Source: an optimization exercise on an open RTL-to-GDS flow (aim: small area, a short achievable clock period and few clock cycles per item). Production flows keep margins and buffers that such runs may drop.
Function was checked by simulation only, so behaviour that the tests miss may differ from the original.
No activity file was given, so power comes from the tool's default toggle rates.

==> design.v <==
module hs1_sha1 (
    input  wire        f_ch,      
    input  wire        f_maj,     
    input  wire [31:0] a, b, c,
    input  wire [31:0] fq, p0, p1,
    output wire [31:0] a1,        
    output wire [31:0] a2         
);
    wire [31:0] rb = {b[1:0], b[31:2]};
    wire [31:0] f1 = f_ch  ? ((a & rb) | (~a & c)) :
                     f_maj ? ((a & rb) | (a & c) | (rb & c)) :
                             (a ^ rb ^ c);
    wire [31:0] x1 = add_pp(f1, p1);
    function [31:0] add_pp;
        input [31:0] x, y;
        reg   [31:0] g, p, t;
        integer i, s;
        begin
            g = x & y;
            p = x ^ y;
            t = p;
            for (s = 1; s < 32; s = s * 2)
                for (i = 31; i >= s; i = i - 1) begin
                    g[i] = g[i] | (t[i] & g[i-s]);
                    t[i] = t[i] & t[i-s];
                end
            add_pp = p ^ {g[30:0], 1'b0};
        end
    endfunction
    wire [31:0] ra = {a[26:0], a[31:27]};
    wire [31:0] cs = ra ^ fq ^ p0;
    wire [31:0] cc = (ra & fq) | (ra & p0) | (fq & p0);
    assign a1 = add_pp(cs, {cc[30:0], 1'b0});
    assign a2 = add_pp({a1[26:0], a1[31:27]}, x1);
endmodule
module hs1_codec (
    input  wire        clk,
    input  wire        rst,
    input  wire        bus_valid,
    input  wire        bus_write,
    input  wire [11:0] bus_addr,
    input  wire [31:0] bus_wdata,
    output reg  [31:0] bus_rdata,
    output reg         bus_err,
    output wire        busy,
    output wire        irq
);
    localparam [31:0] ID_VALUE = 32'h48533101;
    localparam [3:0] OP_NOP = 4'h0, OP_CONF = 4'h1, OP_DEC = 4'h2,
                     OP_ENC = 4'h3, OP_REL  = 4'h4;
    localparam [1:0] ST_UNCONF = 2'b00, ST_KEYED = 2'b01, ST_RELEASED = 2'b10;
    localparam [3:0] E_OK = 4'd0, E_UNKNOWN_TYPE = 4'd1, E_BAD_MSG_LEN = 4'd2,
                     E_BAD_IV_LEN = 4'd3, E_BAD_PLAIN_LEN = 4'd4,
                     E_SIG_FAIL = 4'd5, E_NOT_CONF = 4'd6, E_BAD_KEY_LEN = 4'd7,
                     E_ILLEGAL = 4'd8;
    localparam [159:0] SHA1_IV = 160'h67452301_EFCDAB89_98BADCFE_10325476_C3D2E1F0;
    localparam [31:0] K1 = 32'h5A827999, K2 = 32'h6ED9EBA1,
                      K3 = 32'h8F1BBCDC, K4 = 32'hCA62C1D6;
    reg [511:0] enc_stage, int_stage;      
    reg [127:0] iv_buf;
    reg [511:0] data_in;
    reg [15:0]  ev, kv, dv;                
    reg [3:0]   vv;                        
    reg [287:0] data_out;                  
    reg         dout_v;                    
    reg [31:0]  len_r;
    reg [1:0]   state;
    reg         busy_r;
    reg [2:0]   act_type;
    reg [3:0]   err_code, last_op;
    reg [5:0]   out_len;
    reg [2:0]   int_st, int_en;
    reg [3:0]   pend_op;
    reg [2:0]   pend_type;
    wire [7:0] in_len      = len_r[7:0];
    wire [7:0] iv_len      = len_r[15:8];
    wire [7:0] enc_key_len = len_r[23:16];
    wire [7:0] int_key_len = len_r[31:24];
    assign busy = busy_r;
    assign irq  = |(int_st & int_en);
    wire [11:0] off = bus_addr;
    wire aligned   = (off[1:0] == 2'b00);
    wire in_regs   = (off < 12'h018);
    wire in_keys   = (off >= 12'h100) && (off < 12'h180);
    wire in_iv     = (off >= 12'h180) && (off < 12'h190);
    wire in_din    = (off >= 12'h1C0) && (off < 12'h200);
    wire in_dout   = (off >= 12'h200) && (off < 12'h240);
    wire mapped    = aligned && (in_regs || in_keys || in_iv || in_din || in_dout);
    wire acc_wr    = bus_valid && bus_write && mapped;
    wire wr_int_st = acc_wr && (off == 12'h00C);
    wire wr_int_en = acc_wr && (off == 12'h010);
    wire wr_cmd    = acc_wr && (off == 12'h004);
    wire sreset    = wr_cmd && (bus_wdata == 32'h0000000F);
    wire gated     = acc_wr && !sreset &&
                     ((off == 12'h004) || (off == 12'h014) || in_keys || in_iv || in_din);
    wire dropped   = gated && busy_r;
    wire accept    = gated && !busy_r;
    wire wr_len    = accept && (off == 12'h014);
    wire wr_enc    = accept && (off >= 12'h100) && (off < 12'h140);
    wire wr_int    = accept && (off >= 12'h140) && (off < 12'h180);
    wire wr_iv     = accept && in_iv;
    wire wr_din    = accept && in_din;
    wire issue     = accept && (off == 12'h004);
    wire [3:0] cw_op   = bus_wdata[3:0];
    wire [2:0] cw_type = bus_wdata[6:4];
    wire cw_valid = (bus_wdata[31:7] == 25'd0) &&
                    ((cw_op == OP_CONF) ||
                     (((cw_op == OP_NOP) || (cw_op == OP_DEC) || (cw_op == OP_ENC) ||
                       (cw_op == OP_REL)) && (cw_type == 3'd0)));
    wire [2:0]  type_field  = (state == ST_KEYED) ? act_type : 3'd0;
    wire [31:0] status_word = {8'd0, 2'b00, out_len, last_op, err_code, 1'b0, type_field,
                               state, (state == ST_KEYED), busy_r};
    wire [31:0] dout_word = (off[5:2] < 4'd9) ? data_out[287 - 32*off[5:2] -: 32] : 32'd0;
    reg [31:0] rd_val;
    always @(*) begin
        rd_val = 32'd0;
        if (off[9]) begin
            rd_val = dout_word & {32{dout_v}};
        end else if (off[8]) begin
            if (off[7:6] == 2'b11)      rd_val = data_in[511 - 32*off[5:2] -: 32] & {32{dv[off[5:2]]}};
            else if (off[7:6] == 2'b10) rd_val = iv_buf[127 - 32*off[3:2] -: 32] & {32{vv[off[3:2]]}};
        end else begin
            case (off[4:2])
                3'd0: rd_val = ID_VALUE;
                3'd2: rd_val = status_word;
                3'd3: rd_val = {29'd0, int_st};
                3'd4: rd_val = {29'd0, int_en};
                3'd5: rd_val = len_r;
                default: rd_val = 32'd0;
            endcase
        end
    end
    always @(posedge clk) begin
        bus_rdata <= rd_val;
        bus_err   <= bus_valid && !mapped;
    end
    reg [7:0] msg_len, pay_len;
    always @(*) begin
        case (act_type)
            3'd0:    begin msg_len = 8'd36; pay_len = 8'd16; end
            3'd3:    begin msg_len = 8'd32; pay_len = 8'd12; end
            default: begin msg_len = 8'd28; pay_len = 8'd8;  end
        endcase
    end
    wire ty16 = (act_type == 3'd0);
    wire ty12 = (act_type == 3'd3);
    reg  [5:0]   cnt;
    reg  [2:0]   st;
    reg          ph_setup, ph_round;           
    reg          f_ch, f_maj;                  
    reg  [159:0] h0, h1, h2, h3;
    reg  [31:0]  a, b, c, d, e;
    reg  [31:0]  fq;               
    reg  [31:0]  p0, p1;           
    reg  [511:0] win;              
    reg  [63:0]  nb;               
    reg  [31:0]  dg;               
    reg  [127:0] xpad;             
    reg  is_conf, is_dec;          
    reg  last, prelast;            
    reg  sw_nb;                    
    reg  sw_sch;                   
    reg  sw_d01;                   
    reg  sw_iv;                    
    reg  sw_a;                     
    reg  sw_pd;                    
    reg  [1:0] kidx;               
    wire [159:0] h_load = is_conf ? SHA1_IV : h0;    
    wire [159:0] h_cur  = is_conf ? SHA1_IV : h3;    
    function [31:0] rotl30;
        input [31:0] x;
        rotl30 = {x[1:0], x[31:2]};
    endfunction
    function [31:0] rotl1;
        input [31:0] x;
        rotl1 = {x[30:0], x[31]};
    endfunction
    function [31:0] fsel;
        input ch, maj;
        input [31:0] x, y, z;
        begin
            if (ch)       fsel = (x & y) | (~x & z);
            else if (maj) fsel = (x & y) | (x & z) | (y & z);
            else          fsel = x ^ y ^ z;
        end
    endfunction
    function [31:0] dinw;
        input [3:0] i;
        dinw = data_in[511 - 32*i -: 32] & {32{dv[i]}};
    endfunction
    function [31:0] ivw;
        input [1:0] i;
        ivw = iv_buf[127 - 32*i -: 32] & {32{vv[i]}};
    endfunction
    wire [127:0] iv_m   = {ivw(0), ivw(1), ivw(2), ivw(3)};
    wire [127:0] din_lo = {dinw(0), dinw(1), dinw(2), dinw(3)};
    wire [127:0] din_hi = {dinw(4), dinw(5), dinw(6), dinw(7)};
    wire [31:0] iv0 = is_dec ? dinw(0) : ivw(0);
    wire [31:0] iv1 = is_dec ? dinw(1) : ivw(1);
    wire [31:0] iv2 = is_dec ? dinw(2) : ivw(2);
    wire [31:0] iv3 = is_dec ? dinw(3) : ivw(3);
    wire [31:0] da = a;
    wire [31:0] db = b;
    wire [31:0] dc = c;
    wire [31:0] dd = d;
    wire [31:0] de = e;
    wire [127:0] x_src    = is_dec ? din_hi : din_lo;
    wire [127:0] xpad_new = x_src ^ {da, db, dc, dd};
    wire [127:0] plain    = is_dec ? xpad_new : din_lo;
    wire         pf_next = !busy_r || last;
    wire [2:0]   pm  = pf_next ? 3'd0 : (cnt[2:0] + 3'd1);
    wire [2:0]   pst = !busy_r ? 3'd0 : (last ? st + 3'd1 : st);
    wire [63:0]  kpe  = enc_stage[511 - 64*pm -: 64] &
                        {{32{ev[{pm, 1'b0}]}}, {32{ev[{pm, 1'b1}]}}};
    wire [63:0]  kpi  = int_stage[511 - 64*pm -: 64] &
                        {{32{kv[{pm, 1'b0}]}}, {32{kv[{pm, 1'b1}]}}};
    wire [63:0]  kp   = pst[1] ? kpi : kpe;
    wire [7:0]   klen = pst[1] ? int_key_len : enc_key_len;
    reg  [63:0]  ktherm;           
    integer j;
    always @(*) begin
        for (j = 0; j < 64; j = j + 1)
            ktherm[63 - j] = (j < klen);
    end
    wire [7:0]   kbytes = ktherm[63 - 8*pm -: 8];
    reg  [63:0]  kmask;
    always @(*) begin
        for (j = 0; j < 8; j = j + 1)
            kmask[63 - 8*j -: 8] = {8{kbytes[7 - j]}};
    end
    wire [63:0]  kblk = (kp & kmask) ^ (pst[0] ? {8{8'h5C}} : {8{8'h36}});
    reg [63:0] bw;
    always @(*) begin
        bw = 64'd0;
        if (is_conf || !busy_r) begin
            bw = kblk;
        end else if (pst[0]) begin
            case (pm)
                3'd1: bw = {dc, dd};                 
                3'd2: bw = {dg, 32'h80000000};
                3'd7: bw = {32'd0, 32'd672};
                default: ;
            endcase
        end else if (!pst[1]) begin
            case (pm)
                3'd1: bw = {iv2, iv3};
                3'd2: bw = {32'h80000000, 32'd0};
                3'd7: bw = {32'd0, 32'd640};
                default: ;
            endcase
        end else if (ty16) begin
            case (pm)
                3'd1: bw = is_dec ? xpad_new[63:0] : din_lo[63:0];
                3'd2: bw = {iv0, iv1};
                3'd3: bw = {iv2, iv3};
                3'd4: bw = {32'h80000000, 32'd0};
                3'd7: bw = {32'd0, 32'd768};
                default: ;
            endcase
        end else if (ty12) begin
            case (pm)
                3'd1: bw = {is_dec ? xpad_new[63:32] : dinw(2), iv0};
                3'd2: bw = {iv1, iv2};
                3'd3: bw = {iv3, 32'h80000000};
                3'd7: bw = {32'd0, 32'd736};
                default: ;
            endcase
        end else begin
            case (pm)
                3'd1: bw = {iv0, iv1};
                3'd2: bw = {iv2, iv3};
                3'd3: bw = {32'h80000000, 32'd0};
                3'd7: bw = {32'd0, 32'd704};
                default: ;
            endcase
        end
    end
    wire [31:0] s0 = rotl1(win[13*32 +: 32] ^ win[8*32 +: 32] ^ win[2*32 +: 32] ^ win[0 +: 32]);
    wire [31:0] s1 = rotl1(win[14*32 +: 32] ^ win[9*32 +: 32] ^ win[3*32 +: 32] ^ win[1*32 +: 32]);
    wire [31:0] w0 = ({32{sw_nb}}  & nb[63:32]) | ({32{sw_sch}} & s0) |
                     ({32{sw_d01}} & dinw(0))   | ({32{sw_iv}}  & ivw(0)) |
                     ({32{sw_a}}   & da)        | ({32{sw_pd}}  & (dinw(4) ^ da));
    wire [31:0] w1 = ({32{sw_nb}}  & nb[31:0])  | ({32{sw_sch}} & s1) |
                     ({32{sw_d01}} & dinw(1))   | ({32{sw_iv}}  & ivw(1)) |
                     ({32{sw_a}}   & db)        | ({32{sw_pd}}  & (dinw(5) ^ db));
    reg [31:0] kn;
    always @(*) begin
        case (kidx)
            2'd0:    kn = K1;
            2'd1:    kn = K2;
            2'd2:    kn = K3;
            default: kn = K4;
        endcase
    end
    wire [31:0] pe0 = ph_setup ? h_load[31:0]  : c;
    wire [31:0] pe1 = ph_setup ? h_load[63:32] : rotl30(b);
    wire [31:0] p0_next = pe0 + (last ? h_cur[31:0]  : kn) + w0;
    wire [31:0] p1_next = pe1 + (last ? h_cur[63:32] : kn) + w1 +
                          (prelast ? h_cur[159:128] : 32'd0);
    wire [31:0] ffb = h_cur[127:96] + ra1;
    wire [31:0] ffc = h_cur[95:64]  + rotl30(a);
    wire [31:0] ra1, ra2;
    hs1_sha1 u_rounds (
        .f_ch (f_ch), .f_maj (f_maj),
        .a (a), .b (b), .c (c),
        .fq (fq), .p0 (p0), .p1 (p1),
        .a1 (ra1), .a2 (ra2)
    );
    wire       nx_ch  = ph_setup || (cnt < 6'd10);
    wire       nx_maj = !ph_setup && (cnt >= 6'd20) && (cnt < 6'd30);
    wire [31:0] nb_b = ph_setup ? h_load[127:96] : ra1;
    wire [31:0] nb_c = ph_setup ? h_load[95:64]  : rotl30(a);
    wire [31:0] nb_d = ph_setup ? h_load[63:32]  : rotl30(b);
    always @(posedge clk) begin
        win  <= {w1, w0, win[511:64]};
        p0   <= p0_next;
        p1   <= p1_next;
        nb   <= bw;
        fq   <= fsel(nx_ch, nx_maj, nb_b, nb_c, nb_d);
        f_ch  <= nx_ch;
        f_maj <= nx_maj;
        if (ph_round) begin
            a <= ra2;
            b <= last ? ffb : ra1;
            c <= last ? ffc : rotl30(a);
            d <= last ? p1_next : rotl30(b);
            e <= last ? p0_next : c;
        end else begin
            {a, b, c, d, e} <= h_load;
        end
        if (ph_setup)
            dg <= de;
    end
    wire [31:0] tag_calc = da;
    reg  [31:0] tag_rx;
    reg  [287:0] dec_out, enc_out;
    always @(*) begin
        if (ty16) begin
            tag_rx  = dinw(8);
            dec_out = {xpad, 160'd0};
            enc_out = {iv_m, xpad, tag_calc};
        end else if (ty12) begin
            tag_rx  = dinw(7);
            dec_out = {xpad[127:32], 192'd0};
            enc_out = {iv_m, xpad[127:32], tag_calc, 32'd0};
        end else begin
            tag_rx  = dinw(6);
            dec_out = {xpad[127:64], 224'd0};
            enc_out = {iv_m, xpad[127:64], tag_calc, 64'd0};
        end
    end
    wire tag_equal = (tag_calc == tag_rx);
    reg       cmpl;         
    reg [3:0] cmpl_code;
    reg       go;           
    reg       clr;          
    reg       rot;          
    reg       wr_out;       
    always @(*) begin
        cmpl      = 1'b0;
        cmpl_code = E_OK;
        go        = 1'b0;
        clr       = rst || sreset;
        wr_out    = 1'b0;
        if (busy_r && ph_setup) begin
            if (st == 3'd0) begin
                case (pend_op)
                    OP_CONF: begin
                        if (pend_type > 3'd3) begin
                            cmpl = 1'b1; cmpl_code = E_UNKNOWN_TYPE;
                        end else if (enc_key_len > 8'd64 || int_key_len > 8'd64) begin
                            cmpl = 1'b1; cmpl_code = E_BAD_KEY_LEN;
                        end else go = 1'b1;
                    end
                    OP_DEC: begin
                        if (state != ST_KEYED) begin
                            cmpl = 1'b1; cmpl_code = E_NOT_CONF;
                        end else if (in_len != msg_len) begin
                            cmpl = 1'b1; cmpl_code = E_BAD_MSG_LEN;
                        end else go = 1'b1;
                    end
                    OP_ENC: begin
                        if (state != ST_KEYED) begin
                            cmpl = 1'b1; cmpl_code = E_NOT_CONF;
                        end else if (iv_len != 8'd16) begin
                            cmpl = 1'b1; cmpl_code = E_BAD_IV_LEN;
                        end else if (in_len != pay_len) begin
                            cmpl = 1'b1; cmpl_code = E_BAD_PLAIN_LEN;
                        end else go = 1'b1;
                    end
                    OP_REL: begin
                        cmpl = 1'b1;
                        clr  = 1'b1;
                    end
                    default: cmpl = 1'b1;    
                endcase
            end else if (st == 3'd4) begin
                cmpl = 1'b1;
                if (is_conf) begin
                end else if (is_dec) begin
                    if (tag_equal) wr_out = 1'b1;
                    else cmpl_code = E_SIG_FAIL;
                end else begin
                    wr_out = 1'b1;
                end
            end
        end
        rot = busy_r && ph_setup &&
              (is_conf ? (st != 3'd0) : (st == 3'd0 ? go : (st != 3'd4)));
    end
    always @(posedge clk) begin
        if (rot) begin
            h0 <= h1;
            h1 <= h2;
            h2 <= h3;
            h3 <= is_conf ? {da, db, dc, dd, de} : h0;
        end
        if (busy_r && ph_setup && st == 3'd2)
            xpad <= xpad_new;
        if (wr_out)
            data_out <= is_dec ? dec_out : enc_out;
    end
    wire [15:0] wsel = 16'd1 << off[5:2];
    genvar gi;
    generate
        for (gi = 0; gi < 16; gi = gi + 1) begin : g_wr
            always @(posedge clk) begin
                if (wr_enc && wsel[gi]) enc_stage[511 - 32*gi -: 32] <= bus_wdata;
                if (wr_int && wsel[gi]) int_stage[511 - 32*gi -: 32] <= bus_wdata;
                if (wr_din && wsel[gi]) data_in[511 - 32*gi -: 32]   <= bus_wdata;
            end
        end
        for (gi = 0; gi < 4; gi = gi + 1) begin : g_wr_iv
            always @(posedge clk) begin
                if (wr_iv && wsel[gi]) iv_buf[127 - 32*gi -: 32] <= bus_wdata;
            end
        end
    endgenerate
    always @(posedge clk) begin
        if (clr) begin
            ev    <= 16'd0;
            kv    <= 16'd0;
            dv    <= 16'd0;
            vv    <= 4'd0;
            len_r <= 32'd0;
        end else begin
            if (wr_enc) ev <= ev | wsel;
            if (wr_int) kv <= kv | wsel;
            if (wr_din) dv <= dv | wsel;
            if (wr_iv)  vv <= vv | wsel[3:0];
            if (wr_len) len_r <= bus_wdata;
        end
    end
    always @(posedge clk) begin
        if (rst || sreset) begin
            dout_v    <= 1'b0;
            state     <= ST_UNCONF;
            busy_r    <= 1'b0;
            act_type  <= 3'd0;
            err_code  <= 4'd0;
            last_op   <= 4'd0;
            out_len   <= 6'd0;
            int_st    <= 3'd0;
            int_en    <= 3'd0;
        end else begin
            if (wr_int_en) int_en <= bus_wdata[2:0];
            if (issue) begin
                last_op <= cw_op;
                if (cw_valid) begin
                    pend_op   <= cw_op;
                    pend_type <= cw_type;
                    is_conf   <= (cw_op == OP_CONF);
                    is_dec    <= (cw_op == OP_DEC);
                    busy_r    <= 1'b1;
                end
            end
            if (busy_r && ph_setup && st == 3'd0 && pend_op == OP_REL) begin
                dout_v   <= 1'b0;
                out_len  <= 6'd0;
                act_type <= 3'd0;
                state    <= ST_RELEASED;
            end
            if (busy_r && ph_setup && st == 3'd4 && is_conf) begin
                act_type <= pend_type;
                state    <= ST_KEYED;
            end
            if (wr_out) begin
                dout_v  <= 1'b1;
                out_len <= is_dec ? pay_len[5:0] : msg_len[5:0];
            end
            if (cmpl) begin
                err_code <= cmpl_code;
                busy_r   <= 1'b0;
            end
            if (issue && !cw_valid)
                err_code <= E_ILLEGAL;
            int_st <= (int_st & ~(wr_int_st ? bus_wdata[2:0] : 3'd0))
                      | {dropped,
                         (cmpl && (cmpl_code != E_OK)) || (issue && !cw_valid),
                         cmpl || (issue && !cw_valid)};
        end
    end
    always @(posedge clk) begin
        last    <= 1'b0;
        prelast <= 1'b0;
        sw_nb   <= 1'b0;
        sw_sch  <= 1'b0;
        sw_d01  <= 1'b0;
        sw_iv   <= 1'b0;
        sw_a    <= 1'b0;
        sw_pd   <= 1'b0;
        kidx    <= 2'd0;
        if (!busy_r || cmpl) begin
            cnt      <= 6'd0;
            st       <= 3'd0;
            ph_setup <= 1'b1;
            ph_round <= 1'b0;
            sw_nb    <= (cw_op == OP_CONF);
            sw_d01   <= (cw_op == OP_DEC);
            sw_iv    <= (cw_op == OP_ENC);
        end else if (ph_setup) begin
            cnt      <= 6'd1;
            ph_setup <= 1'b0;
            ph_round <= 1'b1;
            sw_nb    <= 1'b1;
        end else if (last) begin
            cnt      <= 6'd0;
            st       <= st + 3'd1;
            ph_setup <= 1'b1;
            ph_round <= 1'b0;
            sw_nb    <= is_conf;
            sw_a     <= !is_conf && !st[0];
            sw_pd    <= !is_conf && st[0] && !st[1] && is_dec;
            sw_d01   <= !is_conf && st[0] && !st[1] && !is_dec;
        end else begin
            cnt     <= cnt + 6'd1;
            last    <= (cnt == 6'd39);
            prelast <= (cnt == 6'd38);
            sw_nb   <= (cnt < 6'd7);
            sw_sch  <= (cnt >= 6'd7) && (cnt < 6'd39);
            kidx    <= (cnt < 6'd9) ? 2'd0 : (cnt < 6'd19) ? 2'd1 : (cnt < 6'd29) ? 2'd2 : 2'd3;
        end
    end
endmodule
==> run.sh <==
#!/bin/bash
# synth_recipe.tcl (not shown) runs the flow's synth.tcl, then flattens the netlist and writes it again
# the make line also repeats each setting of config.mk as NAME=value (left out here)
make -C /OpenROAD-flow-scripts/flow DESIGN_CONFIG=/design/flow/config.mk WORK_HOME=/design/flow/orfs CLKGATE_MAP_FILE= SYNTH_SCRIPT=/design/flow/synth_recipe.tcl finish
==> config.mk <==
export PLATFORM = sky130hd
export DESIGN_NAME = hs1_codec
export DESIGN_NICKNAME = hs1_codec
export VERILOG_FILES = /design/flow/design.v
export SDC_FILE = /design/flow/constraint.sdc
export NUM_CORES = 4
export LEC_CHECK = 0
export CAP_MARGIN = 40
export CELL_PAD_IN_SITES_DETAIL_PLACEMENT = 1
export CELL_PAD_IN_SITES_GLOBAL_PLACEMENT = 1
export CORE_MARGIN = 2
export CORE_UTILIZATION = 40
export CTS_BUF_LIST = sky130_fd_sc_hd__clkbuf_8
export PLACE_DENSITY = 0.55
export SETUP_SLACK_MARGIN = 4
export SLEW_MARGIN = 20
==> constraint.sdc <==
create_clock -name core_clock -period 10.0 [get_ports {clk}]
set_input_delay 2.0000 -clock core_clock [delete_from_list [all_inputs] [get_ports {clk}]]
set_output_delay 2.0000 -clock core_clock [all_outputs]
set_load 0.01 [all_outputs]
==> results.tsv, run 1 <==
metric	value	unit
status	no timing/DRC/antenna violations	
nets	13983	
slowest stage delay, CP	520	ps
DP HPWL	559	mm
share of layout cells above drive strength 1	0.176	
CP delay by family, top	compound AO/OA/AOI/OAI gates	
CP Max Fanout	6	
initial antenna violation count	114	
Setup crit end kind	register	
Clk pin slew, worst setup/hold paths	60	ps
final WL	807	mm
Post-CTS Hold Fix Bufs	0	
gpl congestion	1.01	
Top FF cell, synth	edfxtp_1	
post-route minimum period	6210	ps
most common cell in the netlist	edfxtp_1	
Synth area leader	edfxtp_1	
fillcell total	42187	
Hold Path Depth	0	
row cnt	237	
Async S/R FF share, synth	0	
Levels on crit path	25	
post-route ant nets	0	
reg-to-reg slack, setup	3790	ps
Buf+Inv Stages, Crit Path	2	
Gate Count Post-Synth	12967	
height of the die	650	um
syn_nets	13449	
H-tree level count	6	
startpoint class of the critical path	register	
number of enable flip-flop cells after synthesis	2761	
CTS tree	yes	
Arr. time, crit path	7340	ps
Yosys top cell area share	0.497	
RSZ-0062 raised after global routing	true	
Area contributors post-synth	edfxtp_1 50%, dfxtp_1 12%, mux4_2 4.0%	
most frequent CP cell	a21oi_2	
number of global-route vias before repair	124602	
Max VDD drop	0.158	mV
Vias	125457	
Seq/Total Area, Yosys	0.617	
worst r2r path cells	25	
IO Count	83	
crit path kind	reg2reg	
syn_area_per_cell	12.9	um^2
largest buffer count on any clock path	4	
Slew Limit Fails	0	
die area	422000	um^2
DR vias/cell	6.40	
Yosys warning total	2	
input/output buffers	82	
Hold Fails Final Rpt	0	
first-pass GRT wire length	1080	mm
Remaining DRCs	0	
clk sink count	3758	
clock insertion delay at the later pin of the skew report	1350	ps
Max Freq	0.161	GHz
CORE AREA	416000	um^2
PwrDens	169	nW/um^2
wire per inst	41.2	um
slowest CP cell	fa_1	
synth cell count leaders	2,761 x edfxtp_1, 1,183 x nand2_1, 997 x dfxtp_1	
setup violators final	0	
total track usage	0.372	
leakage	66.8	nW
slew of the pin with the lowest slew margin	1380	ps
Synth Cell Area	167000	um^2
largest net degree at the start of global routing	170	
GR Overflow Total	0	
drt pass-1 iters	10	
Die Wd	650	um
Hold WC Path Type	reg2reg	
Final WS setup	3790	ps
total CTS buffers	657	
Yosys cell types	110	
Pwr Total	32.7	mW
pre-CTS setup slack	2390	ps
Initial Util	0.401	
Relative slew margins	0.0833	
clk root buf	clkbuf_8	
CP required	11130	ps
Setup Skew	125	ps
Iter 0 DRT Violations	17817	
setup TNS	0	ps
Layout area overhead	15.7	%
fin crit share	0.621	
Synth Register Bits	3758	
max-cap check violation count	0	
-- placed cells by master, fill, tap and decap left out, types with 57 or more instances in the layout --
cell type / n
mux2i_1: 352
a22oi_1: 372
and3_1: 73
ha_1: 221
nand3_1: 209
a21oi_1: 764
nor2_1: 559
edfxtp_1: 2761
o22ai_1: 211
nor2_4: 59
or2_2: 63
clkinv_2: 76
clkinv_1: 97
buf_4: 491
a222oi_1: 64
nor2b_1: 222
o21ai_0: 529
o21a_1: 97
inv_1: 506
fa_1: 190
o221ai_1: 67
clkbuf_8: 747
nor3_1: 162
a22o_1: 179
mux4_2: 294
buf_2: 61
xor2_1: 219
dfxtp_1: 962
buf_12: 65
a221oi_1: 115
a211oi_1: 81
xnor2_1: 393
diode_2: 57
nand2_1: 1169
mux2_2: 124
a31oi_1: 242
a21o_1: 145
-- registers in the layout, summed over array words and instances, names as in the netlist, 32 cells and up --
name / cells
data_in: 512
enc_stage: 512
int_stage: 512
win: 512
data_out: 288
h0: 160
h1: 160
h2: 160
h3: 160
iv_buf: 128
xpad: 128
nb: 64
a: 32
b: 32
bus_rdata: 32
c: 32
d: 32
dg: 32
e: 32
fq: 32
len_r: 32
p0: 32
p1: 32
-- cell type report --
class	instances	area, um^2	area share
Antenna cell	57	143	0.000739
Tap cell	5497	6880	0.0356
Inverter	300	1190	0.00615
Timing Repair Buffer	782	8140	0.0422
Sequential cell	3758	103000	0.534
Multi-Input combinational cell	8002	60700	0.315
Clock buffer	746	10300	0.0532
Clock inverter	460	2670	0.0138
-- power by group --
part           switching (mW)  internal, mW
logic                    1.23         0.556
registers              0.0258          16.7
clock network            6.98          7.22
total                    8.24          24.4
-- through the flow --
step / utilization / cells / area (um^2) / hold slack [ps]
finish: 0.464 / 19602 / 193000 / 304
global route: 0.464 / 19555 / 193000 / 320
CTS: 0.460 / 19458 / 191000 / 302
detailed placement: 0.426 / 18194 / 177000 / 313
global placement: 0.421 / 18064 / 175000 / 310
floorplan: - / 12967 / 167000 / 310
-- cells by family (layout without fill, tap and decap cells) --
| family | Yosys count | after routing | share of synthesized area |
|---|---|---|---|
| compound gates | 3303 | 3303 | 0.132 |
| xor+xnor | 636 | 636 | 0.0335 |
| fa+ha+maj | 434 | 434 | 0.0413 |
| buf+inv | 1210 | 2288 | 0.0287 |
| flops | 3758 | 3758 | 0.617 |
| mux | 776 | 776 | 0.0697 |
| other cells | 0 | 57 | 0 |
| simple gates | 2850 | 2853 | 0.0783 |
-- worst reg2reg max path: stages (launching register included) --
cell and delay [ps]:
dfxtp_1 320, buf_12 140, fa_1 520, ha_4 230, a21o_1 170, a21o_1 190, a221o_1 380, a211oi_4 320
o21bai_4 150, a21oi_4 210, o21ai_4 120, or4_4 450, nand4_4 160, ha_4 250, nor2b_2 160, o31a_1 310
o311a_1 390, nor4_4 170, buf_4 180, o211ai_1 110, and4b_1 240, a21oi_2 170, a21oi_2 100, a31oi_1 210
xor2_1 110, a21oi_2 320
-- timing repair --
action | in CTS | in global routing
setup endpoints to repair | 390 | 72
resized for setup | 169 | 136
buffers inserted | 55 | 47
cloned | 3 | 4
pin swaps | 40 | 59
-- worst paths after layout --
kind	startpoint	end
worst max-delay path	a[13]	a[30]
worst min-delay path	win[148]	win[84]
worst max register to register	a[13]	a[30]
worst min register to register	win[148]	win[84]
-- metal layers --
layer	share of wire	up-vias	global-route usage	routed length, um
met5	0.00058	-	0	468
met4	0.079	36	0.245	64100
met3	0.11	2091	0.115	86900
met2	0.43	7740	0.553	349000
met1	0.38	65317	0.469	307000
li1	-	50273	-	-
Testbench counts, summed over its fixed seeds: cycles 35,851, items 192.
==> run 2, diff against run 1 <==
--- a/design.v
+++ b/design.v
@@ -1,6 +1,5 @@
 module hs1_sha1 (
-    input  wire        f_ch,      
-    input  wire        f_maj,     
-    input  wire [31:0] a, b, c,
-    input  wire [31:0] fq, p0, p1,
+    input  wire [31:0] a,
+    input  wire [31:0] fu, fv, fw,
+    input  wire [31:0] fp, fn, p1,
     output wire [31:0] a1,        
@@ -8,7 +7,2 @@
 );
-    wire [31:0] rb = {b[1:0], b[31:2]};
-    wire [31:0] f1 = f_ch  ? ((a & rb) | (~a & c)) :
-                     f_maj ? ((a & rb) | (a & c) | (rb & c)) :
-                             (a ^ rb ^ c);
-    wire [31:0] x1 = add_pp(f1, p1);
     function [31:0] add_pp;
@@ -30,5 +24,7 @@
     wire [31:0] ra = {a[26:0], a[31:27]};
-    wire [31:0] cs = ra ^ fq ^ p0;
-    wire [31:0] cc = (ra & fq) | (ra & p0) | (fq & p0);
+    wire [31:0] cs = ra ^ fu;
+    wire [31:0] cc = (ra & fw) | (~ra & fv);
     assign a1 = add_pp(cs, {cc[30:0], 1'b0});
+    wire [31:0] f1 = (a & fp) | (~a & fn);
+    wire [31:0] x1 = add_pp(f1, p1);
     assign a2 = add_pp({a1[26:0], a1[31:27]}, x1);
@@ -149,7 +145,7 @@
     reg          ph_setup, ph_round;           
-    reg          f_ch, f_maj;                  
     reg  [159:0] h0, h1, h2, h3;
     reg  [31:0]  a, b, c, d, e;
-    reg  [31:0]  fq;               
-    reg  [31:0]  p0, p1;           
+    reg  [31:0]  fu, fv, fw;
+    reg  [31:0]  fp, fn;
+    reg  [31:0]  p1;               
     reg  [511:0] win;              
@@ -303,5 +299,5 @@
     hs1_sha1 u_rounds (
-        .f_ch (f_ch), .f_maj (f_maj),
-        .a (a), .b (b), .c (c),
-        .fq (fq), .p0 (p0), .p1 (p1),
+        .a (a),
+        .fu (fu), .fv (fv), .fw (fw),
+        .fp (fp), .fn (fn), .p1 (p1),
         .a1 (ra1), .a2 (ra2)
@@ -313,10 +309,14 @@
     wire [31:0] nb_d = ph_setup ? h_load[63:32]  : rotl30(b);
+    wire [31:0] fq_next = fsel(nx_ch, nx_maj, nb_b, nb_c, nb_d);
+    wire [31:0] ny = rotl30(nb_b);
+    wire [31:0] nz = nb_c;
     always @(posedge clk) begin
         win  <= {w1, w0, win[511:64]};
-        p0   <= p0_next;
         p1   <= p1_next;
         nb   <= bw;
-        fq   <= fsel(nx_ch, nx_maj, nb_b, nb_c, nb_d);
-        f_ch  <= nx_ch;
-        f_maj <= nx_maj;
+        fu   <= fq_next ^ p0_next;
+        fv   <= fq_next & p0_next;
+        fw   <= fq_next | p0_next;
+        fp   <= nx_ch ? ny : nx_maj ? (ny | nz) : ~(ny ^ nz);
+        fn   <= nx_ch ? nz : nx_maj ? (ny & nz) : (ny ^ nz);
         if (ph_round) begin
--- a/config.mk
+++ b/config.mk
@@ -11,6 +11,6 @@
 export CORE_MARGIN = 2
-export CORE_UTILIZATION = 40
+export CORE_UTILIZATION = 45
 export CTS_BUF_LIST = sky130_fd_sc_hd__clkbuf_8
-export PLACE_DENSITY = 0.55
-export SETUP_SLACK_MARGIN = 4
+export PLACE_DENSITY = 0.58
+export SETUP_SLACK_MARGIN = 5
 export SLEW_MARGIN = 20
==> run 2 against run 1 <==
Still clean. Register-to-register slack better by 770 ps. Core utilization up 7.2 points. Via count up 5.9%. First-iteration DRC count up 9.2%. Non-clock buffer count up 317. Cell count up 2.0%. Sequential power up 2%. Clock power about the same.
==> results.tsv, run 2 <==
metric	value	unit	change
Clk pin slew, worst setup/hold paths	60	ps	about the same
Remaining DRCs	0		unchanged
DP HPWL	587	mm	+4.9%
synth cell count leaders	2,761 x edfxtp_1, 1,204 x nand2_1, 1,089 x dfxtp_1		
total CTS buffers	669		+1.8%
PwrDens	164	nW/um^2	-3.1%
most common cell in the netlist	edfxtp_1		
setup violators final	0		unchanged
Vias	132802		+5.9%
Area contributors post-synth	edfxtp_1 49%, dfxtp_1 13%, mux4_2 3.9%		
syn_nets	14019		+4.2%
commonest non-fill, non-tap cell in the layout	edfxtp_1		
Hold Fails Final Rpt	0		unchanged
Layout area overhead	18.8	%	
DR vias/cell	6.65		+3.8%
share of layout cells above drive strength 1	0.214		+0.0383
nets	14872		+6.4%
Gate Count Post-Synth	13475		+3.9%
GR Overflow Total	0		unchanged
Buf+Inv Stages, Crit Path	2		unchanged
number of global-route vias before repair	130796		+5.0%
post-route ant nets	0		unchanged
CP Max Fanout	6		unchanged
post-route minimum period	5440	ps	-772 ps
Arr. time, crit path	6580	ps	-760 ps
clock insertion delay at the later pin of the skew report	1340	ps	about the same
Setup Skew	119	ps	-5.95 ps
Yosys top cell area share	0.486		-0.0111
first-pass GRT wire length	1130	mm	+4.3%
Synth Cell Area	171000	um^2	+2.3%
slowest CP cell	or3_4		
H-tree level count	6		unchanged
Synth Register Bits	3850		+2.4%
clk root buf	clkbuf_8		
CP required	11140	ps	about the same
Max Freq	0.184	GHz	+14%
Hold WC Path Type	reg2reg		
CORE AREA	378000	um^2	-9.1%
Slew Limit Fails	0		unchanged
CP delay by family, top	compound AO/OA/AOI/OAI gates		
gpl congestion	1.01		+0.28%
clk sink count	3850		+2.4%
CTS tree	yes		
fillcell total	37677		-11%
Async S/R FF share, synth	0		unchanged
initial antenna violation count	89		-22%
most frequent cells in the layout	2,761 x edfxtp_1, 1,166 x nand2_1, 1,053 x dfxtp_1		
worst r2r path cells	21		-16%
Setup crit start	a[13]		
height of the die	620	um	-4.6%
largest buffer count on any clock path	4		unchanged
Initial Util	0.451		+0.0501
input/output buffers	82		unchanged
Die Wd	620	um	-4.6%
R2R Path Start	a[13]		
IO Count	83		unchanged
Critical Path, Cell by Cell	mux2_2 -> ha_2 -> nand4_1 -> or3_4 -> nor3_4 -> nor4_4 -> buf_4 -> o31ai_2 -> xor2_1 -> buf_4 -> ha_1 -> a21o_4 -> or4_4 -> o21bai_4 -> a21oi_4 -> a211oi_2 -> nor3_2 -> a2111oi_4 -> xnor2_1 -> xnor2_1 -> o21ai_1		
final core utilization	0.536		+0.0720
fin crit share	0.544		-0.0772
Yosys cell types	98		-11%
total track usage	0.433		+0.0607
Top FF cell, synth	edfxtp_1		
Reg-to-Reg End	a[31]		
slew of the pin with the lowest slew margin	1160	ps	-219 ps
crit path kind	reg2reg		
Seq/Total Area, Yosys	0.614		-0.00302
largest net degree at the start of global routing	193		+14%
Setup crit end kind	register		
CP endpoint	a[31]		
Yosys warning total	2		unchanged
leakage	72.2	nW	+8.1%
Pwr Total	33.3	mW	+1.8%
Relative slew margins	0.229		+0.146
wire per inst	42.5	um	+3.2%
drt pass-1 iters	10		unchanged
RSZ-0062 raised after global routing	true		
row cnt	226		-4.6%
Multi-input gate area	65200	um^2	+7.3%
Levels on crit path	21		-16%
slowest stage delay, CP	470	ps	-50 ps
number of enable flip-flop cells after synthesis	2761		unchanged
startpoint class of the critical path	register		
status	no timing/DRC/antenna violations		
final WL	849	mm	+5.2%
Synth area leader	edfxtp_1		
Iter 0 DRT Violations	19455		+9.2%
syn_area_per_cell	12.7	um^2	-1.6%
reg-to-reg slack, setup	4560	ps	+770 ps
register area	105000	um^2	+1.8%
max-cap check violation count	0		unchanged
Max VDD drop	0.210	mV	+33%
die area	384000	um^2	-9.0%
==> run 2: changes by cell type in the layout (fill, tap and decap cells not counted), moves of 31 or more <==
cell     before   now
buf_4       491   682
inv_1       506   646
mux2i_1     352   233
a22oi_1     372   464
dfxtp_1     962  1053
nand3_1     209   297
ha_1        221   293
fa_1        190   124
buf_6        24    89
mux2_2      124   178
buf_12       65   112
nor2b_1     222   175
ha_4          9    48
xnor2_1     393   362
==> run 2: kinds of logic after synthesis <==
kind of cell,count (synthesis),synth area share
compound gates,3445,0.134
xor+xnor,662,0.0340
fa+ha+maj,496,0.0422
buf+inv,1320,0.0303
flops,3850,0.614
mux,733,0.0663
simple gates,2969,0.0793
==> run 2: cell type report <==
class,instances,share of cell area
flip-flops and latches,3850,0.517
clock inverters,475,0.0127
multi-input cells,8308,0.321
repair buffers,1099,0.0575
well taps,5016,0.0310
repair inverters,1,0.0000432
diodes,79,0.000975
inverters,399,0.00783
clock buffers,758,0.0515
==> run 2: worst min-delay path by stage <==
stage / from / to / slack, ps / cells after the start
6_report: win[366] / win[302] / 310 / 0
5_1_grt: win[222] / win[158] / 330 / 0
4_1_cts: win[498] / win[434] / 310 / 0
3_5_place_dp: win[172] / win[108] / 310 / 0
3_3_place_gp: win[326] / win[262] / 310 / 0
2_1_floorplan: win[164] / win[100] / 310 / 0
==> run 2: power breakdown <==
| group | internal, mW | leakage, nW | switching, mW |
|---|---|---|---|
| combinational | 0.632 | 31.1 | 1.26 |
| clock | 7.31 | 7.66 | 7.01 |
| sequential | 17.0 | 33.4 | 0.0262 |
==> run 2: timing repair <==
action / 4_1_cts / 5_1_grt
buffers inserted: 294 / 100
endpoints found under the setup margin: 2475 / 1748
gates cloned: 18 / 5
pin swaps: 204 / 193
resized for setup: 753 / 275
hold buffers: 0 / 0
==> run 2: layer usage <==
layer / vias to the layer above / track usage / share of wire
li1: 52758 / - / -
met1: 68340 / 0.523 / 0.36
met2: 8938 / 0.648 / 0.44
met3: 2720 / 0.133 / 0.11
met4: 46 / 0.331 / 0.092
met5: - / 0.00720 / 0.00083
==> run 2: metrics by stage <==
stage	std cells	hold slack (ps)	area [um^2]	setup WS [ps]	TNS (ps)
3_3_place_gp	18106	310	179000	2120	0
4_1_cts	19783	311	200000	4610	0
5_1_grt	19930	327	203000	4370	0
6_report	19985	315	203000	4560	0
2_1_floorplan	13475	310	171000	-3540	-2520780
3_5_place_dp	18238	313	181000	2450	0
Testbench counts of run 2, summed over its fixed seeds: cycles 35,851, items 192.
==> run 3, diff against run 2 <==
--- a/config.mk
+++ b/config.mk
@@ -16 +16,2 @@
 export SLEW_MARGIN = 20
+export TNS_END_PERCENT = 50
==> run 3 against run 2 <==
Still clean. Count of clock-buffer cells in the layout unchanged. Synthesized cell count stayed put. Total power is essentially flat. Routed wire length hardly changed. Worst hold slack better by 3.4 ps. Clock power hardly changed. Non-clock buffer count rose by 12. Critical path type unchanged. Largest cell class unchanged.
==> results.tsv, run 3 <==
metric	value	unit	change
status	no timing/DRC/antenna violations		
Remaining DRCs	0		unchanged
nets	14884		+0.081%
Synth area leader	edfxtp_1		
synth cell count leaders	2,761 x edfxtp_1, 1,204 x nand2_1, 1,089 x dfxtp_1		
Hold WC Path Type	reg2reg		
PwrDens	164	nW/um^2	about the same
number of global-route vias before repair	130630		-0.13%
Final WS setup	4560	ps	-1.13 ps
Synth Cell Area	171000	um^2	unchanged
Slew Limit Fails	0		unchanged
Setup Skew	121	ps	+1.86 ps
DR vias/cell	6.64		about the same
Seq/Total Area, Yosys	0.614		unchanged
wire per inst	42.5	um	about the same
Synth Register Bits	3850		unchanged
largest net degree at the start of global routing	193		unchanged
total CTS buffers	669		unchanged
Gate Count Post-Synth	13475		unchanged
Area contributors post-synth	edfxtp_1 49%, dfxtp_1 13%, mux4_2 3.9%		
H-tree level count	6		unchanged
most frequent cells in the layout	2,761 x edfxtp_1, 1,166 x nand2_1, 1,054 x dfxtp_1		
Yosys cell types	98		unchanged
setup violators final	0		unchanged
largest buffer count on any clock path	4		unchanged
height of the die	620	um	unchanged
Clk pin slew, worst setup/hold paths	60	ps	about the same
total track usage	0.433		about the same
fin crit share	0.544		about the same
leakage	72.2	nW	about the same
slew of the pin with the lowest slew margin	1190	ps	+37.6 ps
crit path kind	reg2reg		
row cnt	226		unchanged
IO Count	83		unchanged
Arr. time, crit path	6590	ps	about the same
input/output buffers	82		unchanged
Relative slew margins	0.204		-0.0251
commonest non-fill, non-tap cell in the layout	edfxtp_1		
Hold Fails Final Rpt	0		unchanged
Initial Util	0.451		unchanged
Async S/R FF share, synth	0		unchanged
Synth Area in Simple Gates	0.0793		unchanged
Iter 0 DRT Violations	19193		-1.3%
pre-CTS setup slack	2450	ps	unchanged
share of layout cells above drive strength 1	0.214		about the same
Pwr Total	33.3	mW	about the same
Die Wd	620	um	unchanged
post-route ant nets	0		unchanged
Layout area overhead	18.9	%	about the same
Yosys warning total	2		unchanged
Top FF cell, synth	edfxtp_1		
Synth Area in Compound Gates	0.134		unchanged
syn_nets	14019		unchanged
xor/xnor share of the synthesized area	0.0340		unchanged
clock insertion delay at the later pin of the skew report	1330	ps	about the same
gpl congestion	1.01		unchanged
final WL	849	mm	about the same
Max VDD drop	0.210	mV	about the same
Setup crit end kind	register		
DP HPWL	587	mm	unchanged
RSZ-0062 raised after global routing	true		
clk root buf	clkbuf_8		
largest family of logic cells by synthesized area	compound AO/OA/AOI/OAI gates		
die area	384000	um^2	unchanged
non-filler instance count after layout	19988		+0.015%
most common cell in the netlist	edfxtp_1		
mux contribution to synthesized area	0.0663		unchanged
CP Max Fanout	6		unchanged
adder-cell share of the synthesized area	0.0422		unchanged
post-route minimum period	5440	ps	+1.13 ps
CP required	11150	ps	about the same
startpoint class of the critical path	register		
syn_area_per_cell	12.7	um^2	unchanged
max-cap check violation count	0		unchanged
number of enable flip-flop cells after synthesis	2761		unchanged
Vias	132795		-0.0053%
GR Overflow Total	0		unchanged
initial antenna violation count	93		+4.5%
Yosys top cell area share	0.486		unchanged
clk sink count	3850		unchanged
CTS tree	yes		
drt pass-1 iters	11		+1
first-pass GRT wire length	1130	mm	about the same
Cells after DPL	18238		unchanged
CORE AREA	378000	um^2	unchanged
Max Freq	0.184	GHz	about the same
==> run 3: timing repair <==
action / CTS / global route
buffers inserted: 273 / 131
resized for setup: 751 / 270
endpoints found under the setup margin: 2475 / 2002
hold buffers: 0 / 0
gates cloned: 18 / 4
pin swaps: 192 / 196
==> run 3: path summary, 6_finish.rpt <==
| kind | slack, ps | cells after the start | endpoint | startpoint |
|---|---|---|---|---|
| max | 4560 | 21 | a[31] | a[13] |
| min | 320 | 0 | win[302] | win[366] |
| max reg2reg | 4560 | 21 | a[31] | a[13] |
| min reg2reg | 320 | 0 | win[302] | win[366] |
==> run 3: area by class of cell <==
class | count | area (um^2)
antenna | 70 | 175
clock buffer | 758 | 10400
clock inverter | 475 | 2570
fill | 37656 | 175000
inverter | 399 | 1590
multi-input combinational | 8308 | 65100
sequential | 3850 | 105000
tap | 5016 | 6280
timing repair buffer | 1111 | 11700
timing repair inverter | 1 | 8.76
==> run 3: cell families after synthesis <==
| group | count (synthesis) |
|---|---|
| buffers and inverters | 1320 |
| adder cells (fa/ha/maj) | 496 |
| AO/OA/AOI/OAI | 3445 |
| flip-flops | 3850 |
| multiplexers | 733 |
| XOR/XNOR | 662 |
| AND/OR/NAND/NOR | 2969 |
==> run 3: worst max-delay path, cell delays in order (launching register included) <==
cell	delay, ps
dfxtp_2	360
mux2_2	340
ha_2	400
nand4_1	240
or3_4	460
nor3_4	280
nor4_4	70
buf_4	160
o31ai_2	270
xor2_1	100
buf_4	160
ha_1	230
a21o_4	260
or4_4	430
o21bai_4	230
a21oi_4	120
a211oi_2	330
nor3_2	100
a2111oi_4	350
xnor2_1	180
xnor2_1	150
o21ai_1	70
==> run 3: where the power goes <==
part	total, mW	internal, mW	switching, mW
combinational	1.90	0.634	1.26
sequential	17.1	17.0	0.0264
clock	14.3	7.31	7.02
==> run 3: metrics by stage <==
step | hold WS, ps | TNS, ps | cell area (um^2) | util
4_1_cts | 311 | 0 | 200000 | 0.529
3_3_place_gp | 310 | 0 | 179000 | 0.472
3_5_place_dp | 313 | 0 | 181000 | 0.478
2_1_floorplan | 310 | -2520780 | 171000 | -
6_report | 318 | 0 | 203000 | 0.536
5_1_grt | 327 | 0 | 203000 | 0.536
==> run 3: routing by layer <==
layer  GRT usage  wire, um
met1       0.521    305000
met5     0.00745       730
met4       0.330     78900
met2       0.647    369000
met3       0.135     95500
==> run 4, diff against run 3 <==
--- a/design.v
+++ b/design.v
@@ -75,3 +75,4 @@
     assign busy = busy_r;
-    assign irq  = |(int_st & int_en);
+    reg         irq_r;                     
+    assign irq  = irq_r;
     wire [11:0] off = bus_addr;
@@ -93,7 +94,8 @@
     wire accept    = gated && !busy_r;
-    wire wr_len    = accept && (off == 12'h014);
-    wire wr_enc    = accept && (off >= 12'h100) && (off < 12'h140);
-    wire wr_int    = accept && (off >= 12'h140) && (off < 12'h180);
-    wire wr_iv     = accept && in_iv;
-    wire wr_din    = accept && in_din;
+    wire buf_wr    = bus_valid && bus_write && aligned && !busy_r;
+    wire wr_len    = buf_wr && (off == 12'h014);
+    wire wr_enc    = buf_wr && (off[11:6] == 6'b000100);
+    wire wr_int    = buf_wr && (off[11:6] == 6'b000101);
+    wire wr_iv     = buf_wr && (off[11:4] == 8'h18);
+    wire wr_din    = buf_wr && (off[11:6] == 6'b000111);
     wire issue     = accept && (off == 12'h004);
@@ -205,5 +207,4 @@
     wire [127:0] plain    = is_dec ? xpad_new : din_lo;
-    wire         pf_next = !busy_r || last;
-    wire [2:0]   pm  = pf_next ? 3'd0 : (cnt[2:0] + 3'd1);
-    wire [2:0]   pst = !busy_r ? 3'd0 : (last ? st + 3'd1 : st);
+    reg  [2:0]   pm;               
+    reg  [2:0]   pst;              
     wire [63:0]  kpe  = enc_stage[511 - 64*pm -: 64] &
@@ -330,4 +331,3 @@
         end
-        if (ph_setup)
-            dg <= de;
+        dg <= de;              
     end
@@ -453,2 +453,13 @@
     end
+    wire [2:0] int_st_n = (int_st & ~(wr_int_st ? bus_wdata[2:0] : 3'd0))
+                          | {dropped,
+                             (cmpl && (cmpl_code != E_OK)) || (issue && !cw_valid),
+                             cmpl || (issue && !cw_valid)};
+    wire [2:0] int_en_n = wr_int_en ? bus_wdata[2:0] : int_en;
+    always @(posedge clk) begin
+        if (rst || sreset)
+            irq_r <= 1'b0;
+        else
+            irq_r <= |(int_st_n & int_en_n);
+    end
     always @(posedge clk) begin
@@ -465,3 +476,3 @@
         end else begin
-            if (wr_int_en) int_en <= bus_wdata[2:0];
+            int_en <= int_en_n;
             if (issue) begin
@@ -496,6 +507,3 @@
                 err_code <= E_ILLEGAL;
-            int_st <= (int_st & ~(wr_int_st ? bus_wdata[2:0] : 3'd0))
-                      | {dropped,
-                         (cmpl && (cmpl_code != E_OK)) || (issue && !cw_valid),
-                         cmpl || (issue && !cw_valid)};
+            int_st <= int_st_n;
         end
@@ -515,2 +523,4 @@
             st       <= 3'd0;
+            pm       <= (issue && cw_valid) ? 3'd1 : 3'd0;
+            pst      <= 3'd0;
             ph_setup <= 1'b1;
@@ -525,2 +535,3 @@
             sw_nb    <= 1'b1;
+            pm       <= 3'd2;
         end else if (last) begin
@@ -530,2 +541,3 @@
             ph_round <= 1'b0;
+            pm       <= 3'd1;
             sw_nb    <= is_conf;
@@ -537,2 +549,4 @@
             last    <= (cnt == 6'd39);
+            pm      <= (cnt == 6'd39) ? 3'd0 : (cnt[2:0] + 3'd2);
+            if (cnt == 6'd39) pst <= st + 3'd1;
             prelast <= (cnt == 6'd38);
--- a/config.mk
+++ b/config.mk
@@ -11,7 +11,7 @@
 export CORE_MARGIN = 2
-export CORE_UTILIZATION = 45
+export CORE_UTILIZATION = 42
 export CTS_BUF_LIST = sky130_fd_sc_hd__clkbuf_8
-export PLACE_DENSITY = 0.58
+export PLACE_DENSITY = 0.55
 export SETUP_SLACK_MARGIN = 5
 export SLEW_MARGIN = 20
-export TNS_END_PERCENT = 50
+export TNS_END_PERCENT = 30
==> run 4 against run 3 <==
Routed wire length is 2.3% lower. Synthesized area is 0.43% lower. Register-to-register slack worse by 260 ps. Synthesized cell count is 1.1% lower. Sequential cell count is 6 higher. Cell area is 1.8% lower. Critical endpoint unchanged. Highest routed layer unchanged.
==> results.tsv, run 4 <==
metric	value	unit	change
status	no timing/DRC/antenna violations		
max-cap check violation count	0		unchanged
startpoint class of the critical path	register		
CP required	11150	ps	about the same
number of enable flip-flop cells after synthesis	2729		-1.2%
H-tree level count	6		unchanged
Pwr Total	33.1	mW	-0.67%
most common cell in the netlist	edfxtp_1		
Yosys cell types	105		+7.1%
Yosys top cell area share	0.483		-0.00355
syn_nets	13871		-1.1%
Hold WS	302	ps	-15.6 ps
slew of the pin with the lowest slew margin	1240	ps	+47.8 ps
Initial Util	0.422		-0.0293
height of the die	640	um	+3.3%
clk root buf	clkbuf_8		
global-route track usage on met3	0.118		-0.0173
Setup crit end kind	register		
synth cell count leaders	2,729 x edfxtp_1, 1,133 x nand2_1, 1,127 x dfxtp_1		
Gate Count Post-Synth	13325		-1.1%
Multi-input gate area	63900	um^2	-1.9%
Vias	129557		-2.4%
most frequent cells in the layout	2,729 x edfxtp_1, 1,106 x nand2_1, 1,097 x dfxtp_1		
Final WS setup	4300	ps	-263 ps
die area	409000	um^2	+6.6%
Top Usage Layer GRT	met2		
DR vias/cell	6.45		-2.8%
clk sink count	3856		+0.16%
Hold Fails Final Rpt	0		unchanged
Setup Skew	81.9	ps	-38.6 ps
drt pass-1 iters	9		-2
fillcell total	40687		+8.0%
Arr. time, crit path	6850	ps	+260 ps
CP Max Fanout	8		+2
input/output buffers	82		unchanged
clock insertion delay at the later pin of the skew report	1310	ps	-20 ps
Area contributors post-synth	edfxtp_1 48%, dfxtp_1 13%, mux4_2 4.0%		
Iter 0 DRT Violations	19541		+1.8%
number of global-route vias before repair	126518		-3.1%
GR Overflow Total	0		unchanged
initial antenna violation count	119		+28%
gpl congestion	0.981		-3.3%
Async S/R FF share, synth	0		unchanged
commonest non-fill, non-tap cell in the layout	edfxtp_1		
Clk pin slew, worst setup/hold paths	60	ps	about the same
routing usage on met1	0.540		+0.0184
pre-CTS setup slack	2020	ps	-429 ps
Hold WC Path Type	reg2reg		
wire per inst	41.4	um	-2.7%
leakage	70.2	nW	-2.8%
post-route minimum period	5700	ps	+263 ps
Synth area leader	edfxtp_1		
total CTS buffers	673		+0.60%
CORE AREA	403000	um^2	+6.5%
final WL	830	mm	-2.3%
Seq/Total Area, Yosys	0.615		+0.00149
Die Wd	640	um	+3.3%
setup violators final	0		unchanged
RSZ-0062 raised after global routing	true		
Remaining DRCs	0		unchanged
largest net degree at the start of global routing	164		-15%
Slew Limit Fails	0		unchanged
register area	105000	um^2	-0.20%
met2 usage	0.546		-0.101
total track usage	0.395		-0.0371
post-route ant nets	0		unchanged
row cnt	233		+3.1%
share of layout cells above drive strength 1	0.198		-0.0160
Yosys warning total	2		unchanged
Synth Cell Area	170000	um^2	-0.43%
crit path kind	reg2reg		
syn_area_per_cell	12.7	um^2	+0.69%
PwrDens	166	nW/um^2	+1.2%
Layout area overhead	17.2	%	
CTS tree	yes		
DP HPWL	553	mm	-5.7%
Synth Register Bits	3856		+0.16%
Relative slew margins	0.172		-0.0319
largest buffer count on any clock path	4		unchanged
Max VDD drop	0.148	mV	-29%
Max Freq	0.175	GHz	-4.6%
nets	14594		-1.9%
IO Count	83		unchanged
Top FF cell, synth	edfxtp_1		
fin crit share	0.570		+0.0263
first-pass GRT wire length	1110	mm	-1.9%
==> run 4: final timing paths <==
path             from        to  slack [ps]  depth (start not counted)
min          win[207]  win[143]         300                          0
max reg2reg      a[8]     a[31]        4300                         27
min reg2reg  win[207]  win[143]         300                          0
max              a[8]     a[31]        4300                         27
==> run 4: critical path: stages, from the launching register on <==
cell       delay [ps]
dfxtp_4           450
mux2_2            370
ha_2              420
nand2_2           140
o21ai_1           220
a221oi_1          120
o21ai_1           270
a31oi_4            70
buf_12            160
o21ai_2           170
nand2_2           120
a21o_1            210
xnor2_2           200
buf_6             170
ha_1              240
a21o_1            190
a21o_4            230
a2111oi_4         400
nor3_2            100
o21ai_2           280
buf_4             180
buf_6             100
a211oi_4           60
o21a_1            220
nor2_2            120
o31ai_1           100
xnor2_1           170
mux2i_1            90
==> run 4: layout make-up <==
cell class / count / share of cell area
diodes: 66 / 0.000830
clock buffers: 744 / 0.0515
clock inverters: 483 / 0.0126
inverters: 426 / 0.00836
multi-input cells: 8170 / 0.321
flip-flops and latches: 3856 / 0.526
well taps: 5405 / 0.0340
repair buffers: 919 / 0.0462
repair inverters: 2 / 0.000101
==> run 4: timing repair <==
item,in CTS,in global routing
resized for setup,545,264
cloned,11,4
pin swaps,158,150
hold buffers,0,0
buffers inserted,157,72
endpoints found under the setup margin,750,824
==> run 4: per-layer routing <==
layer  part of all wire  vias up
li1                   -    51510
met1               0.40    67186
met5            0.00024        -
met4              0.076       28
met2               0.41     8692
met3               0.12     2141
==> run 4: power by group <==
part	total, mW	leakage (nW)	switching, mW	internal (mW)
sequential	17.1	33.2	0.0270	17.0
clock	14.2	7.61	7.03	7.14
combinational	1.82	29.3	1.21	0.608
==> run 4: logic make-up after synthesis <==
family          synth area share
simple gates              0.0737
mux                       0.0737
compound gates             0.131
flops                      0.615
buf+inv                   0.0296
xor+xnor                  0.0338
fa+ha+maj                 0.0425
==> run 4: per-stage QoR <==
stage / utilization / instance area, um^2 / setup TNS (ps) / instances
final: 0.494 / 199000 / 0 / 20071
after CTS: 0.489 / 197000 / 0 / 19906
after global routing: 0.494 / 199000 / 0 / 20037
after detailed placement: 0.447 / 180000 / 0 / 18511
after global placement: 0.444 / 179000 / 0 / 18427
after floorplan: - / 170000 / -2244890 / 13325
Testbench counts of run 4, summed over its fixed seeds: cycles 35,851, items 192.
==> run 5, diff against run 4 <==
--- a/config.mk
+++ b/config.mk
@@ -12,3 +12,3 @@
 export CORE_UTILIZATION = 42
-export CTS_BUF_LIST = sky130_fd_sc_hd__clkbuf_8
+export CTS_BUF_LIST = sky130_fd_sc_hd__clkbuf_4
 export PLACE_DENSITY = 0.55
==> run 5 against run 4 <==
Clock skew rose by 55 ps. Via count rose by 2.7%. Cell area rose by 0.66%. Global-route usage rose by 0.62 points. Total power rose by 3.4%. Die area did not move. Sequential power barely moved. Core utilization rose by 0.33 points. Sequential cell count did not move. First-iteration DRC count barely moved. Clock power rose by 8%.
==> results.tsv, run 5 <==
metric	value	unit	change
status	no timing/DRC/antenna violations		
CP required	11570	ps	+420 ps
Hold WS	292	ps	-10.5 ps
Async S/R FF share, synth	0		unchanged
RSZ-0062 raised after global routing	true		
CP Max Fanout	3		-5
slowest CP cell	dfxtp_4		
Setup crit start	a[27]		
final WL	834	mm	+0.48%
Buf+Inv Stages, Crit Path	2		-2
Seq/Total Area, Yosys	0.615		unchanged
Initial Util	0.422		unchanged
wire per inst	40.1	um	-3.0%
most frequent CP cell	ha_4		
most frequent cells in the layout	2,729 x edfxtp_1, 1,726 x clkbuf_4, 1,106 x nand2_1		
slowest stage delay, CP	410	ps	-40 ps
Clk pin slew, worst setup/hold paths	80	ps	+20 ps
input/output buffers	82		unchanged
Die Wd	640	um	unchanged
Setup Skew	137	ps	+54.7 ps
IO Count	83		unchanged
Yosys top cell area share	0.483		unchanged
row cnt	233		unchanged
gpl congestion	0.981		unchanged
total track usage	0.402		+0.00624
final instance area	200000	um^2	+0.66%
Remaining DRCs	0		unchanged
first-pass GRT wire length	1120	mm	+0.96%
Synth area leader	edfxtp_1		
Top FF cell, synth	edfxtp_1		
most common cell in the netlist	edfxtp_1		
startpoint class of the critical path	register		
Setup crit end kind	register		
commonest non-fill, non-tap cell in the layout	edfxtp_1		
Yosys warning total	2		unchanged
slew of the pin with the lowest slew margin	1270	ps	+25.8 ps
fin crit share	0.570		about the same
Vias	133081		+2.7%
Iter 0 DRT Violations	19542		+0.0051%
Gate Count Post-Synth	13325		unchanged
largest net degree at the start of global routing	164		unchanged
fillcell total	41254		+1.4%
post-route minimum period	5700	ps	-1.69 ps
largest buffer count on any clock path	5		+1
PwrDens	171	nW/um^2	+2.7%
clk sink count	3856		unchanged
hold wc startpoint	win[498]		
CP delay by family, top	compound AO/OA/AOI/OAI gates		
Hold Fails Final Rpt	0		unchanged
Yosys cell types	105		unchanged
share of layout cells above drive strength 1	0.250		+0.0517
Relative slew margins	0.155		-0.0172
syn_area_per_cell	12.7	um^2	unchanged
syn_nets	13871		unchanged
dpl cell area	180000	um^2	unchanged
H-tree level count	7		+1
die area	409000	um^2	unchanged
synth cell count leaders	2,729 x edfxtp_1, 1,133 x nand2_1, 1,127 x dfxtp_1		
clk root buf	clkbuf_4		
Synth Register Bits	3856		unchanged
max-cap check violation count	0		unchanged
post-route ant nets	0		unchanged
CTS tree	yes		
clock insertion delay at the later pin of the skew report	1760	ps	+450 ps
Layout area overhead	18.0	%	
GR Overflow Total	0		unchanged
Arr. time, crit path	7270	ps	+420 ps
nets	15067		+3.2%
initial antenna violation count	107		-10%
Post-CTS Hold Fix Bufs	0		unchanged
DP HPWL	553	mm	unchanged
Hold WC Path Type	reg2reg		
crit path kind	reg2reg		
Max VDD drop	0.122	mV	-18%
number of enable flip-flop cells after synthesis	2729		unchanged
Synth Cell Area	170000	um^2	unchanged
height of the die	640	um	unchanged
Area contributors post-synth	edfxtp_1 48%, dfxtp_1 13%, mux4_2 4.0%		
total CTS buffers	1143		+70%
DR vias/cell	6.40		-0.86%
R2R Path Start	a[27]		
drt pass-1 iters	7		-2
Pwr Total	34.2	mW	+3.4%
Slew Limit Fails	0		unchanged
leakage	71.1	nW	+1.3%
Max Freq	0.175	GHz	about the same
final core utilization	0.498		+0.00326
number of global-route vias before repair	130854		+3.4%
setup violators final	0		unchanged
CORE AREA	403000	um^2	unchanged
[run 5: cell counts after synthesis]
Identical to the previous run, type by type.
[run 5: power breakdown]
group,switching (mW),leakage [nW],internal (mW),total (mW)
Sequential,0.0266,33.2,17.0,17.1
Combinational,1.20,29.3,0.601,1.80
Clock,7.13,8.57,8.20,15.3
Total,8.37,71.1,25.8,34.2
[run 5: layer usage]
| layer | vias up | track usage | wire, um | part of all wire |
|---|---|---|---|---|
| li1 | 53003 | - | - | - |
| met1 | 68357 | 0.542 | 333000 | 0.40 |
| met2 | 9337 | 0.548 | 338000 | 0.40 |
| met3 | 2360 | 0.125 | 96900 | 0.12 |
| met4 | 24 | 0.277 | 66300 | 0.080 |
| met5 | - | 0 | 172 | 0.00021 |
[run 5: what timing repair did]
item	CTS	global route
resized for setup	570	211
buffers inserted	175	58
pin swaps	170	122
endpoints found under the hold margin	0	0
gates cloned	12	2
setup endpoints to repair	622	635
[run 5: cell families (layout without fill, tap and decap cells)]
group,count (synthesis),after routing,synth area share
fa+ha+maj,499,499,0.0425
flops,3856,3856,0.615
xor+xnor,654,654,0.0338
buf+inv,1301,3289,0.0296
compound gates,3399,3399,0.131
simple gates,2771,2772,0.0737
other cells,0,76,0
mux,845,845,0.0737
[run 5: layout make-up]
| type | instances | area (um^2) | share of cell area |
|---|---|---|---|
| Antenna cell | 76 | 190 | 0.000949 |
| Clock buffer | 1723 | 12900 | 0.0646 |
| Clock inverter | 215 | 1240 | 0.00618 |
| Inverter | 426 | 1650 | 0.00824 |
| Multi-Input combinational cell | 8169 | 63800 | 0.319 |
| Sequential cell | 3856 | 105000 | 0.522 |
| Tap cell | 5405 | 6760 | 0.0338 |
| Timing Repair Buffer | 922 | 9110 | 0.0455 |
| Timing Repair inverter | 3 | 26.3 | 0.000131 |
[run 5: final timing paths]
| path | depth (start not counted) | slack (ps) | endpoint |
|---|---|---|---|
| hold reg to reg | 0 | 290 | win[434] |
| setup / recovery | 25 | 4300 | a[23] |
| hold / removal | 0 | 290 | win[434] |
| setup reg to reg | 25 | 4300 | a[23] |
[run 5: through the flow]
step	setup TNS (ps)	setup slack, ps	std cells
after floorplan	-2244890	-3140	13325
after CTS	0	4350	20636
after global placement	0	1760	18427
after global routing	0	4120	20765
final	0	4300	20795
after detailed placement	0	2020	18511

==> afterwards: timing with drivers on the ports <==
No port has a modelled driver above. Below, the same layouts with a new extraction and two added sets of constraints. Step 1: set_driving_cell puts a clkbuf_16 on clk and a buf_2 on each other input, an assumption about the parent block. Step 2 adds t to the input delays and takes it off the output delays; t is the mean of the earliest and latest rising clock arrival at the registers after step 1. Input paths then give back, and output paths get back, about the clock's delay inside the block. a / b / c = ideal / step 1 / step 2; a / b = the first two.
run	t, ns	setup slack, ns	hold slack, ns	clock arrival spread, ns	pins driven straight from the clock port
run 1	1.409	3.790 / 3.790 / 2.674	0.304 / 0.304 / 0.304	0.127 / 0.127	1
run 2	1.405	4.562 / 4.562 / 3.559	0.315 / 0.315 / 0.315	0.127 / 0.127	1
run 3	1.397	4.561 / 4.561 / 3.391	0.318 / 0.318 / 0.318	0.126 / 0.126	1
run 4	1.393	4.298 / 4.298 / 3.265	0.302 / 0.302 / 0.302	0.092 / 0.091	1
run 5	1.820	4.300 / 4.300 / 2.770	0.292 / 0.292 / 0.292	0.140 / 0.140	1
After both steps every run listed still meets setup and hold. The setup slack of run 5, which loses most, moves by 0.000 ns with the drivers and by -1.530 ns with both steps.
